What follows belongs to an exercise in optimizing a design on an open flow for small area, a short achievable clock period and few clock cycles; a production flow would make more cautious choices.
In this exercise RTL edits were held to simulation tests only and were not proved equivalent to the original.
No activity file was given, so power comes from the tool's default toggle rates.

[flow/config.mk]
export PLATFORM = sky130hd
export DESIGN_NAME = gsm7_codec
export DESIGN_NICKNAME = gsm7_codec
export VERILOG_FILES = /design/flow/design.v
export SDC_FILE = /design/flow/constraint.sdc
export NUM_CORES = 4
export LEC_CHECK = 0
export CAP_MARGIN = 20
export CORE_MARGIN = 5
export CORE_UTILIZATION = 25
export SLEW_MARGIN = 20
[flow/constraint.sdc]
create_clock -name core_clock -period 8.0 [get_ports {clk}]
set_input_delay 1.6000 -clock core_clock [delete_from_list [all_inputs] [get_ports {clk}]]
set_output_delay 1.6000 -clock core_clock [all_outputs]
set_load 0.01 [all_outputs]
[flow/design.v]
module gsm7_def_s2c (
    input  wire [6:0]  sept,
    output reg  [15:0] cu
);
    always @(*) begin
        case (sept)
            7'h00: cu = 16'h0040;
            7'h01: cu = 16'h00A3;
            7'h02: cu = 16'h0024;
            7'h03: cu = 16'h00A5;
            7'h04: cu = 16'h00E8;
            7'h05: cu = 16'h00E9;
            7'h06: cu = 16'h00F9;
            7'h07: cu = 16'h00EC;
            7'h08: cu = 16'h00F2;
            7'h09: cu = 16'h00C7;
            7'h0A: cu = 16'h000A;
            7'h0B: cu = 16'h00D8;
            7'h0C: cu = 16'h00F8;
            7'h0D: cu = 16'h000D;
            7'h0E: cu = 16'h00C5;
            7'h0F: cu = 16'h00E5;
            7'h10: cu = 16'h0394;
            7'h11: cu = 16'h005F;
            7'h12: cu = 16'h03A6;
            7'h13: cu = 16'h0393;
            7'h14: cu = 16'h039B;
            7'h15: cu = 16'h03A9;
            7'h16: cu = 16'h03A0;
            7'h17: cu = 16'h03A8;
            7'h18: cu = 16'h03A3;
            7'h19: cu = 16'h0398;
            7'h1A: cu = 16'h039E;
            7'h1C: cu = 16'h00C6;
            7'h1D: cu = 16'h00E6;
            7'h1E: cu = 16'h00DF;
            7'h1F: cu = 16'h00C9;
            7'h20: cu = 16'h0020;
            7'h21: cu = 16'h0021;
            7'h22: cu = 16'h0022;
            7'h23: cu = 16'h0023;
            7'h24: cu = 16'h00A4;
            7'h25: cu = 16'h0025;
            7'h26: cu = 16'h0026;
            7'h27: cu = 16'h0027;
            7'h28: cu = 16'h0028;
            7'h29: cu = 16'h0029;
            7'h2A: cu = 16'h002A;
            7'h2B: cu = 16'h002B;
            7'h2C: cu = 16'h002C;
            7'h2D: cu = 16'h002D;
            7'h2E: cu = 16'h002E;
            7'h2F: cu = 16'h002F;
            7'h30: cu = 16'h0030;
            7'h31: cu = 16'h0031;
            7'h32: cu = 16'h0032;
            7'h33: cu = 16'h0033;
            7'h34: cu = 16'h0034;
            7'h35: cu = 16'h0035;
            7'h36: cu = 16'h0036;
            7'h37: cu = 16'h0037;
            7'h38: cu = 16'h0038;
            7'h39: cu = 16'h0039;
            7'h3A: cu = 16'h003A;
            7'h3B: cu = 16'h003B;
            7'h3C: cu = 16'h003C;
            7'h3D: cu = 16'h003D;
            7'h3E: cu = 16'h003E;
            7'h3F: cu = 16'h003F;
            7'h40: cu = 16'h00A1;
            7'h41: cu = 16'h0041;
            7'h42: cu = 16'h0042;
            7'h43: cu = 16'h0043;
            7'h44: cu = 16'h0044;
            7'h45: cu = 16'h0045;
            7'h46: cu = 16'h0046;
            7'h47: cu = 16'h0047;
            7'h48: cu = 16'h0048;
            7'h49: cu = 16'h0049;
            7'h4A: cu = 16'h004A;
            7'h4B: cu = 16'h004B;
            7'h4C: cu = 16'h004C;
            7'h4D: cu = 16'h004D;
            7'h4E: cu = 16'h004E;
            7'h4F: cu = 16'h004F;
            7'h50: cu = 16'h0050;
            7'h51: cu = 16'h0051;
            7'h52: cu = 16'h0052;
            7'h53: cu = 16'h0053;
            7'h54: cu = 16'h0054;
            7'h55: cu = 16'h0055;
            7'h56: cu = 16'h0056;
            7'h57: cu = 16'h0057;
            7'h58: cu = 16'h0058;
            7'h59: cu = 16'h0059;
            7'h5A: cu = 16'h005A;
            7'h5B: cu = 16'h00C4;
            7'h5C: cu = 16'h00D6;
            7'h5D: cu = 16'h00D1;
            7'h5E: cu = 16'h00DC;
            7'h5F: cu = 16'h00A7;
            7'h60: cu = 16'h00BF;
            7'h61: cu = 16'h0061;
            7'h62: cu = 16'h0062;
            7'h63: cu = 16'h0063;
            7'h64: cu = 16'h0064;
            7'h65: cu = 16'h0065;
            7'h66: cu = 16'h0066;
            7'h67: cu = 16'h0067;
            7'h68: cu = 16'h0068;
            7'h69: cu = 16'h0069;
            7'h6A: cu = 16'h006A;
            7'h6B: cu = 16'h006B;
            7'h6C: cu = 16'h006C;
            7'h6D: cu = 16'h006D;
            7'h6E: cu = 16'h006E;
            7'h6F: cu = 16'h006F;
            7'h70: cu = 16'h0070;
            7'h71: cu = 16'h0071;
            7'h72: cu = 16'h0072;
            7'h73: cu = 16'h0073;
            7'h74: cu = 16'h0074;
            7'h75: cu = 16'h0075;
            7'h76: cu = 16'h0076;
            7'h77: cu = 16'h0077;
            7'h78: cu = 16'h0078;
            7'h79: cu = 16'h0079;
            7'h7A: cu = 16'h007A;
            7'h7B: cu = 16'h00E4;
            7'h7C: cu = 16'h00F6;
            7'h7D: cu = 16'h00F1;
            7'h7E: cu = 16'h00FC;
            7'h7F: cu = 16'h00E0;
            default: cu = 16'h0000;
        endcase
    end
endmodule
module gsm7_esc_s2c (
    input  wire [6:0]  sept,
    output reg         hit,
    output reg  [15:0] cu
);
    always @(*) begin
        hit = 1'b1;
        case (sept)
            7'h14: cu = 16'h005E;
            7'h28: cu = 16'h007B;
            7'h29: cu = 16'h007D;
            7'h2F: cu = 16'h005C;
            7'h3C: cu = 16'h005B;
            7'h3D: cu = 16'h007E;
            7'h3E: cu = 16'h005D;
            7'h40: cu = 16'h007C;
            7'h65: cu = 16'h20AC;
            default: begin hit = 1'b0; cu = 16'h0000; end
        endcase
    end
endmodule
module gsm7_c2s (
    input  wire [15:0] cu,
    output reg         def_hit,
    output reg         esc_hit,
    output reg  [6:0]  sept
);
    always @(*) begin
        def_hit = 1'b1;
        esc_hit = 1'b0;
        case (cu)
            16'h000A: sept = 7'h0A;
            16'h000D: sept = 7'h0D;
            16'h0020: sept = 7'h20;
            16'h0021: sept = 7'h21;
            16'h0022: sept = 7'h22;
            16'h0023: sept = 7'h23;
            16'h0024: sept = 7'h02;
            16'h0025: sept = 7'h25;
            16'h0026: sept = 7'h26;
            16'h0027: sept = 7'h27;
            16'h0028: sept = 7'h28;
            16'h0029: sept = 7'h29;
            16'h002A: sept = 7'h2A;
            16'h002B: sept = 7'h2B;
            16'h002C: sept = 7'h2C;
            16'h002D: sept = 7'h2D;
            16'h002E: sept = 7'h2E;
            16'h002F: sept = 7'h2F;
            16'h0030: sept = 7'h30;
            16'h0031: sept = 7'h31;
            16'h0032: sept = 7'h32;
            16'h0033: sept = 7'h33;
            16'h0034: sept = 7'h34;
            16'h0035: sept = 7'h35;
            16'h0036: sept = 7'h36;
            16'h0037: sept = 7'h37;
            16'h0038: sept = 7'h38;
            16'h0039: sept = 7'h39;
            16'h003A: sept = 7'h3A;
            16'h003B: sept = 7'h3B;
            16'h003C: sept = 7'h3C;
            16'h003D: sept = 7'h3D;
            16'h003E: sept = 7'h3E;
            16'h003F: sept = 7'h3F;
            16'h0040: sept = 7'h00;
            16'h0041: sept = 7'h41;
            16'h0042: sept = 7'h42;
            16'h0043: sept = 7'h43;
            16'h0044: sept = 7'h44;
            16'h0045: sept = 7'h45;
            16'h0046: sept = 7'h46;
            16'h0047: sept = 7'h47;
            16'h0048: sept = 7'h48;
            16'h0049: sept = 7'h49;
            16'h004A: sept = 7'h4A;
            16'h004B: sept = 7'h4B;
            16'h004C: sept = 7'h4C;
            16'h004D: sept = 7'h4D;
            16'h004E: sept = 7'h4E;
            16'h004F: sept = 7'h4F;
            16'h0050: sept = 7'h50;
            16'h0051: sept = 7'h51;
            16'h0052: sept = 7'h52;
            16'h0053: sept = 7'h53;
            16'h0054: sept = 7'h54;
            16'h0055: sept = 7'h55;
            16'h0056: sept = 7'h56;
            16'h0057: sept = 7'h57;
            16'h0058: sept = 7'h58;
            16'h0059: sept = 7'h59;
            16'h005A: sept = 7'h5A;
            16'h005F: sept = 7'h11;
            16'h0061: sept = 7'h61;
            16'h0062: sept = 7'h62;
            16'h0063: sept = 7'h63;
            16'h0064: sept = 7'h64;
            16'h0065: sept = 7'h65;
            16'h0066: sept = 7'h66;
            16'h0067: sept = 7'h67;
            16'h0068: sept = 7'h68;
            16'h0069: sept = 7'h69;
            16'h006A: sept = 7'h6A;
            16'h006B: sept = 7'h6B;
            16'h006C: sept = 7'h6C;
            16'h006D: sept = 7'h6D;
            16'h006E: sept = 7'h6E;
            16'h006F: sept = 7'h6F;
            16'h0070: sept = 7'h70;
            16'h0071: sept = 7'h71;
            16'h0072: sept = 7'h72;
            16'h0073: sept = 7'h73;
            16'h0074: sept = 7'h74;
            16'h0075: sept = 7'h75;
            16'h0076: sept = 7'h76;
            16'h0077: sept = 7'h77;
            16'h0078: sept = 7'h78;
            16'h0079: sept = 7'h79;
            16'h007A: sept = 7'h7A;
            16'h00A1: sept = 7'h40;
            16'h00A3: sept = 7'h01;
            16'h00A4: sept = 7'h24;
            16'h00A5: sept = 7'h03;
            16'h00A7: sept = 7'h5F;
            16'h00BF: sept = 7'h60;
            16'h00C4: sept = 7'h5B;
            16'h00C5: sept = 7'h0E;
            16'h00C6: sept = 7'h1C;
            16'h00C7: sept = 7'h09;
            16'h00C9: sept = 7'h1F;
            16'h00D1: sept = 7'h5D;
            16'h00D6: sept = 7'h5C;
            16'h00D8: sept = 7'h0B;
            16'h00DC: sept = 7'h5E;
            16'h00DF: sept = 7'h1E;
            16'h00E0: sept = 7'h7F;
            16'h00E4: sept = 7'h7B;
            16'h00E5: sept = 7'h0F;
            16'h00E6: sept = 7'h1D;
            16'h00E8: sept = 7'h04;
            16'h00E9: sept = 7'h05;
            16'h00EC: sept = 7'h07;
            16'h00F1: sept = 7'h7D;
            16'h00F2: sept = 7'h08;
            16'h00F6: sept = 7'h7C;
            16'h00F8: sept = 7'h0C;
            16'h00F9: sept = 7'h06;
            16'h00FC: sept = 7'h7E;
            16'h0393: sept = 7'h13;
            16'h0394: sept = 7'h10;
            16'h0398: sept = 7'h19;
            16'h039B: sept = 7'h14;
            16'h039E: sept = 7'h1A;
            16'h03A0: sept = 7'h16;
            16'h03A3: sept = 7'h18;
            16'h03A6: sept = 7'h12;
            16'h03A8: sept = 7'h17;
            16'h03A9: sept = 7'h15;
            16'h005B: begin def_hit = 1'b0; esc_hit = 1'b1; sept = 7'h3C; end
            16'h005C: begin def_hit = 1'b0; esc_hit = 1'b1; sept = 7'h2F; end
            16'h005D: begin def_hit = 1'b0; esc_hit = 1'b1; sept = 7'h3E; end
            16'h005E: begin def_hit = 1'b0; esc_hit = 1'b1; sept = 7'h14; end
            16'h007B: begin def_hit = 1'b0; esc_hit = 1'b1; sept = 7'h28; end
            16'h007C: begin def_hit = 1'b0; esc_hit = 1'b1; sept = 7'h40; end
            16'h007D: begin def_hit = 1'b0; esc_hit = 1'b1; sept = 7'h29; end
            16'h007E: begin def_hit = 1'b0; esc_hit = 1'b1; sept = 7'h3D; end
            16'h20AC: begin def_hit = 1'b0; esc_hit = 1'b1; sept = 7'h65; end
            default: begin def_hit = 1'b0; sept = 7'h00; end
        endcase
    end
endmodule
module gsm7_codec (
    input  wire        clk,
    input  wire        rst,
    input  wire        cmd_valid,
    output wire        cmd_ready,
    input  wire        cmd_dec,       
    input  wire [2:0]  cmd_pad,       
    input  wire [8:0]  cmd_len,       
    input  wire        in_valid,
    output wire        in_ready,
    input  wire [15:0] in_data,
    output reg         out_valid,
    output reg  [15:0] out_data,
    output reg         done,
    output reg         done_err,
    output reg  [8:0]  done_pos,
    output reg         done_escp
);
    localparam [2:0] S_IDLE  = 3'd0,
                     S_ENC   = 3'd1,
                     S_ENC2  = 3'd2,
                     S_FLUSH = 3'd3,
                     S_DEC   = 3'd4;
    localparam [6:0] ESC_MARK = 7'h1B;
    reg  [2:0]  state;
    reg  [14:0] acc;         
    reg  [3:0]  nbits;       
    reg  [8:0]  len;         
    reg  [8:0]  idx;         
    reg  [9:0]  oct_rem;     
    reg  [2:0]  skip;        
    reg  [6:0]  esc_sept;    
    reg         esc;         
    reg         err;
    reg  [8:0]  err_pos;
    wire        c2s_def, c2s_esc;
    wire [6:0]  c2s_sept;
    gsm7_c2s u_c2s (.cu(in_data), .def_hit(c2s_def), .esc_hit(c2s_esc), .sept(c2s_sept));
    wire [6:0]  dec_sept = acc[6:0];
    wire [15:0] def_cu;
    wire        esc_hit;
    wire [15:0] esc_cu;
    gsm7_def_s2c u_def (.sept(dec_sept), .cu(def_cu));
    gsm7_esc_s2c u_esc (.sept(dec_sept), .hit(esc_hit), .cu(esc_cu));
    assign cmd_ready = (state == S_IDLE);
    wire enc_take  = (state == S_ENC) && (idx != len);
    wire dec_load  = (state == S_DEC) && (oct_rem != 10'd0) &&
                     ((idx == len) || (nbits < 4'd7));
    assign in_ready = enc_take || dec_load;
    wire [11:0] dec_bits = {3'b000, cmd_len, 3'b000} - {3'b000, cmd_len} + {9'd0, cmd_pad} + 12'd7;
    reg        enc_add;
    reg  [6:0] enc_sept;
    always @(*) begin
        enc_add  = 1'b0;
        enc_sept = 7'h00;
        if (state == S_ENC2) begin
            enc_add  = 1'b1;
            enc_sept = esc_sept;
        end else if (enc_take && in_valid) begin
            if (c2s_def) begin
                enc_add  = 1'b1;
                enc_sept = c2s_sept;
            end else if (c2s_esc) begin
                enc_add  = 1'b1;
                enc_sept = ESC_MARK;
            end
        end
    end
    wire [14:0] enc_acc   = acc | ({8'd0, enc_sept} << nbits);
    wire [3:0]  enc_nbits = nbits + 4'd7;
    wire [7:0]  dec_oct   = in_data[7:0] >> skip;
    wire [14:0] dec_acc   = acc | ({7'd0, dec_oct} << nbits);
    wire [3:0]  dec_nbits = nbits + 4'd8 - {1'b0, skip};
    always @(posedge clk) begin
        if (rst) begin
            state     <= S_IDLE;
            acc       <= 15'd0;
            nbits     <= 4'd0;
            len       <= 9'd0;
            idx       <= 9'd0;
            oct_rem   <= 10'd0;
            skip      <= 3'd0;
            esc_sept  <= 7'd0;
            esc       <= 1'b0;
            err       <= 1'b0;
            err_pos   <= 9'd0;
            out_valid <= 1'b0;
            out_data  <= 16'd0;
            done      <= 1'b0;
            done_err  <= 1'b0;
            done_pos  <= 9'd0;
            done_escp <= 1'b0;
        end else begin
            out_valid <= 1'b0;
            done      <= 1'b0;
            case (state)
                S_IDLE: begin
                    if (cmd_valid) begin
                        len     <= cmd_len;
                        idx     <= 9'd0;
                        esc     <= 1'b0;
                        err     <= 1'b0;
                        err_pos <= 9'd0;
                        acc     <= 15'd0;
                        if (cmd_dec) begin
                            nbits   <= 4'd0;
                            skip    <= cmd_pad;
                            oct_rem <= dec_bits[11:3];
                            state   <= S_DEC;
                        end else begin
                            nbits   <= {1'b0, cmd_pad};
                            state   <= S_ENC;
                        end
                    end
                end
                S_ENC, S_ENC2: begin
                    if (state == S_ENC && !enc_take) begin
                        state <= S_FLUSH;
                    end else begin
                        if (state == S_ENC2)
                            state <= S_ENC;
                        if (enc_take && in_valid) begin
                            idx <= idx + 9'd1;
                            if (c2s_esc && !c2s_def) begin
                                esc_sept <= c2s_sept;
                                state    <= S_ENC2;
                            end
                            if (!c2s_def && !c2s_esc && !err) begin
                                err     <= 1'b1;
                                err_pos <= idx;
                            end
                        end
                        if (enc_add) begin
                            if (enc_nbits >= 4'd8) begin
                                out_valid <= 1'b1;
                                out_data  <= {8'd0, enc_acc[7:0]};
                                acc       <= enc_acc >> 8;
                                nbits     <= enc_nbits - 4'd8;
                            end else begin
                                acc       <= enc_acc;
                                nbits     <= enc_nbits;
                            end
                        end
                    end
                end
                S_FLUSH: begin
                    if (nbits != 4'd0) begin
                        out_valid <= 1'b1;
                        out_data  <= {8'd0, acc[7:0]};
                    end
                    acc       <= 15'd0;
                    nbits     <= 4'd0;
                    done      <= 1'b1;
                    done_err  <= err;
                    done_pos  <= err_pos;
                    done_escp <= 1'b0;
                    state     <= S_IDLE;
                end
                S_DEC: begin
                    if (idx != len && nbits >= 4'd7) begin
                        acc   <= acc >> 7;
                        nbits <= nbits - 4'd7;
                        idx   <= idx + 9'd1;
                        if (dec_sept == ESC_MARK) begin
                            esc <= 1'b1;
                        end else if (esc) begin
                            esc <= 1'b0;
                            if (!esc_hit) begin
                                if (!err) begin
                                    err     <= 1'b1;
                                    err_pos <= idx;
                                end
                            end else if (!err) begin
                                out_valid <= 1'b1;
                                out_data  <= esc_cu;
                            end
                        end else if (!err) begin
                            out_valid <= 1'b1;
                            out_data  <= def_cu;
                        end
                    end else if (oct_rem != 10'd0) begin
                        if (in_valid) begin
                            oct_rem <= oct_rem - 10'd1;
                            skip    <= 3'd0;
                            if (idx != len) begin
                                acc   <= dec_acc;
                                nbits <= dec_nbits;
                            end
                        end
                    end else begin
                        done      <= 1'b1;
                        done_err  <= err;
                        done_pos  <= err_pos;
                        done_escp <= esc;
                        acc       <= 15'd0;
                        nbits     <= 4'd0;
                        state     <= S_IDLE;
                    end
                end
                default: state <= S_IDLE;
            endcase
        end
    end
endmodule
[flow/run.sh]
#!/bin/bash
# synth_recipe.tcl (not shown) runs the flow's synth.tcl, then flattens the netlist and writes it again
# the make line also repeats each setting of config.mk as NAME=value (left out here)
make -C /OpenROAD-flow-scripts/flow DESIGN_CONFIG=/design/flow/config.mk WORK_HOME=/design/flow/orfs CLKGATE_MAP_FILE= SYNTH_SCRIPT=/design/flow/synth_recipe.tcl finish
==> summary.txt <==
- Status: complete, no violations
- Clock-pin slew on the worst setup and hold paths: ~0.08 ns
- CTS sink cnt: roughly 100
- Post-synth EDFFs: 0
- Die Y: 217 um
- Hold buffers post-CTS: 0
- I/O Buffers: 58
- Final nets: 1562
- IO Count: 64
- Clk Latency, worst-skew pair: approximately 0.36 ns
- Crit. End Element: flop
- R2r setup slk: ~2.9 ns
- Most common cell after layout, fill and taps aside: nor2_1
- Fmax achieved: 139 MHz
- Final Setup Violations: 0
- Fill cells: approximately 4600
- Crit start category: primary input
- Overall power: approximately 2.6 mW
- CP Max Fanout: 20
- Synth async-reset ratio: 0
- First DRT Iteration DRCs: around 1600
- DRC: 0
- Drt pass-1 iters: 6
- TritonCTS Buffers: 9
- Global route overflow: 0
- Min Tclk post-route: between 7 and 8 ns
- Synthesized instance count: around 1500
- Yosys warning total: 4
- H-Tree Depth: 3
- Yosys reg bits: approximately 100
- Worst slew margin: 0.345
- CP arrival: around 7.4 ns
- Top cell type's share of synthesized area: 0.193
- First-pass GRT wire length: around 67000 um
- Number of global-route vias before repair: ~11000
- Crit Path Category: primary input to flop
- Synthesized area: 0.0107 mm^2
- Period utilization: 0.897
- VDD IR max: roughly 0.14 mV
- CP delay by family, top: simple AND/OR/NAND/NOR gates
- CTS max path bufs: 2
- Site Rows: 75
- CTS resizes: 0
- Vias/cell: around 6.0
- RSZ-0062 raised after global routing: no
- Max-capacitance violation count: 0
- Layout cells sized above 1: 0.105
- Initial antenna violation count: 0
- Starting density of the core: 0.254
- Power Density: ~210 mW/mm^2
- Critical path launch point: in_data[3]
- Setup TNS: 0 ns
- Tightest Pin Transition: roughly 0.98 ns
- Slew Viols, Final: 0
- Main flop type after synthesis: dfxtp_1
- Mapped Avg Cell Area: roughly 7.2 um^2
- Commonest non-fill, non-tap cells in the layout: nor2_1 (157), nand2_1 (148), a21oi_1 (116)
- FF-to-FF Start: state[1]
- Req. time, crit path: around 8.3 ns
- TritonCTS clock tree: yes
- Register area: approximately 0.0021 mm^2
- N_diodes: 0
- Via count: about 12000
- Core Box Area: 0.0421 mm^2
- Seq/Total Area, Yosys: 0.193
- Crit-path cells: clkdlybuf4s50_1 > buf_4 > nand4bb_1 > o22ai_1 > nor4_1 > o22ai_1 > nor2_1 > a311oi_1 > or2_1 > a221oi_2 > nand2_1 > a211oi_2 > o22a_4 > buf_4 > nand2b_1 > nor2_1 > a2bb2o_1 > a221o_1
- Dpl hpwl: between 30000 and 40000 um
- Post-CTS setup repair buffer count: 0
- Crit-path max cell delay: 0.89 ns
- Multi-input logic area: 0.00782 mm^2
- Die W: roughly 220 um
- Final WL: ~43000 um
- Largest net degree at the start of global routing: 77
- Critical path buffers and inverters: 3
- Layout area overhead: 14.3%
- Distinct cells, synth: ~110
- GRT Overall Usage: 0.174
- Leakage power: between 4 and 5 nW
- Ranking of synthesized cells by area: dfxtp_1 (19%), nor2_1 (5.5%), a21oi_1 (5.4%), nand2_1 (5.2%), ha_1 (3.9%)
- Die area: between 0.04 and 0.05 mm^2
- Post-route ant nets: 0
- Critical R2R Capture: def_cu[3]
- Hold Violations, Final: 0
- Area leader, netlist: dfxtp_1
- Critical Path Stages: 18
- GP Congestion: 1.00
- CTS root buffer: clkbuf_16
- Routed wire length per instance: 21.0 um
- Post-Route Skew: roughly 0.012 ns
- Setup crit end: def_cu[5]
- Worst R2R Path Depth: 15
- Slowest stage cell on the critical path: clkdlybuf4s50_1
- Worst hold path type: flop to flop
synthesized netlist by cell type, types with 12 or more instances:
master and instances:
nand4_1 17, nor3_1 52, a22oi_1 20, buf_2 27, nor2_1 157, xnor2_1 20, inv_1 41, xor2_1 16
mux2i_1 27, a221oi_1 14, a32oi_1 13, dfxtp_1 103, a31oi_1 22, nand2_1 148, nor4_1 15, nor2b_1 19
o211ai_1 17, ha_1 33, buf_4 15, clkbuf_1 71, nand2b_1 21, o22ai_1 16, nand3_1 48, and3_1 12
a21oi_1 116, o21ai_0 82, a211oi_1 29, and2_1 13
stage by stage:
step           setup slack (ns)  cells  utilization  hold WS (ns)  cell area (um^2)
2_1_floorplan              1.92   1481            -         0.431             10700
3_3_place_gp              0.532   2023        0.282         0.446             11900
3_5_place_dp              0.656   2023        0.282         0.452             11900
4_1_cts                    1.01   2039        0.290         0.464             12200
5_1_grt                   0.451   2039        0.290         0.483             12200
6_report                  0.824   2039        0.290         0.462             12200
layout make-up:
cell class	count	share of cell area
tap	539	0.0552
sequential	103	0.169
clock inverter	7	0.00748
multi-input combinational	1201	0.641
inverter	47	0.0147
clock buffer	9	0.0184
timing repair buffer	133	0.0947
power by group:
| group | internal (mW) | total [mW] | leakage, nW | switching [mW] |
|---|---|---|---|---|
| combinational | 0.525 | 1.47 | 3.35 | 0.944 |
| sequential | 0.588 | 0.689 | 0.837 | 0.102 |
| clock | 0.225 | 0.460 | 0.151 | 0.235 |
worst min-delay path by stage:
stage                           from         end  slack, ns  depth (start not counted)
final                     err_pos[4]  err_pos[4]       0.46                          2
after global routing      err_pos[7]  err_pos[7]       0.48                          2
after CTS                 err_pos[3]  err_pos[3]       0.46                          2
after detailed placement  err_pos[3]  err_pos[3]       0.45                          2
after global placement    err_pos[5]  err_pos[5]       0.45                          2
after floorplan           err_pos[8]  err_pos[8]       0.43                          2
per-layer routing:
metal  share of wire  wire length (um)  track usage  up-vias
li1                -                 -            -     5611
met3           0.083              3560       0.0264      105
met5               0                 0            0        -
met4           0.028              1220       0.0477        0
met1            0.44             19000        0.248     5781
met2            0.45             19100        0.276      657
tightest hold or removal path, cell delays in order, from the launching register on:
cell	delay [ns]
dfxtp_1	0.32
nand2_1	0.05
a21oi_1	0.05
flip-flops by register name (all words and copies together) (netlist names), 3 cells and up:
| name | count |
|---|---|
| acc | 15 |
| def_cu | 9 |
| done_pos | 9 |
| err_pos | 9 |
| esc_sept | 7 |
| idx | 9 |
| len | 9 |
| nbits | 4 |
| oct_rem | 10 |
| out_data | 10 |
| skip | 3 |
| state | 3 |
cells by family after synthesis:
| logic type | Yosys count | share of synthesized area |
|---|---|---|
| fa+ha+maj | 34 | 0.0405 |
| flops | 103 | 0.193 |
| simple gates | 608 | 0.300 |
| xor+xnor | 36 | 0.0295 |
| compound gates | 480 | 0.317 |
| buf+inv | 177 | 0.0774 |
| other cells | 1 | 0.000351 |
| mux | 38 | 0.0422 |
Testbench counts, summed over its fixed seeds: cycles 23,120.

what the ideal ports hide:
The flow's constraints put no driver on any port. The routed layout listed below was extracted and timed again, unchanged, in two steps.
Step 1 assumes that a clkbuf_16 drives the clock port and a buf_2 every other input.
Step 2, shift: input delay + t, output delay - t, t = (earliest + latest rising clock arrival at the registers) / 2. This alone moves slack from input paths to output paths.
Three values: ideal, step 1, step 2; two values: the first two.
shift t [ns]: 0.405
setup slack, ns: 0.824 / 0.846 / 0.441
worst slew at a driven data input, ns: 0.06
After both steps setup and hold are still met in this run. The setup slack of this run moves by +0.022 ns with the drivers and by -0.383 ns with both steps.
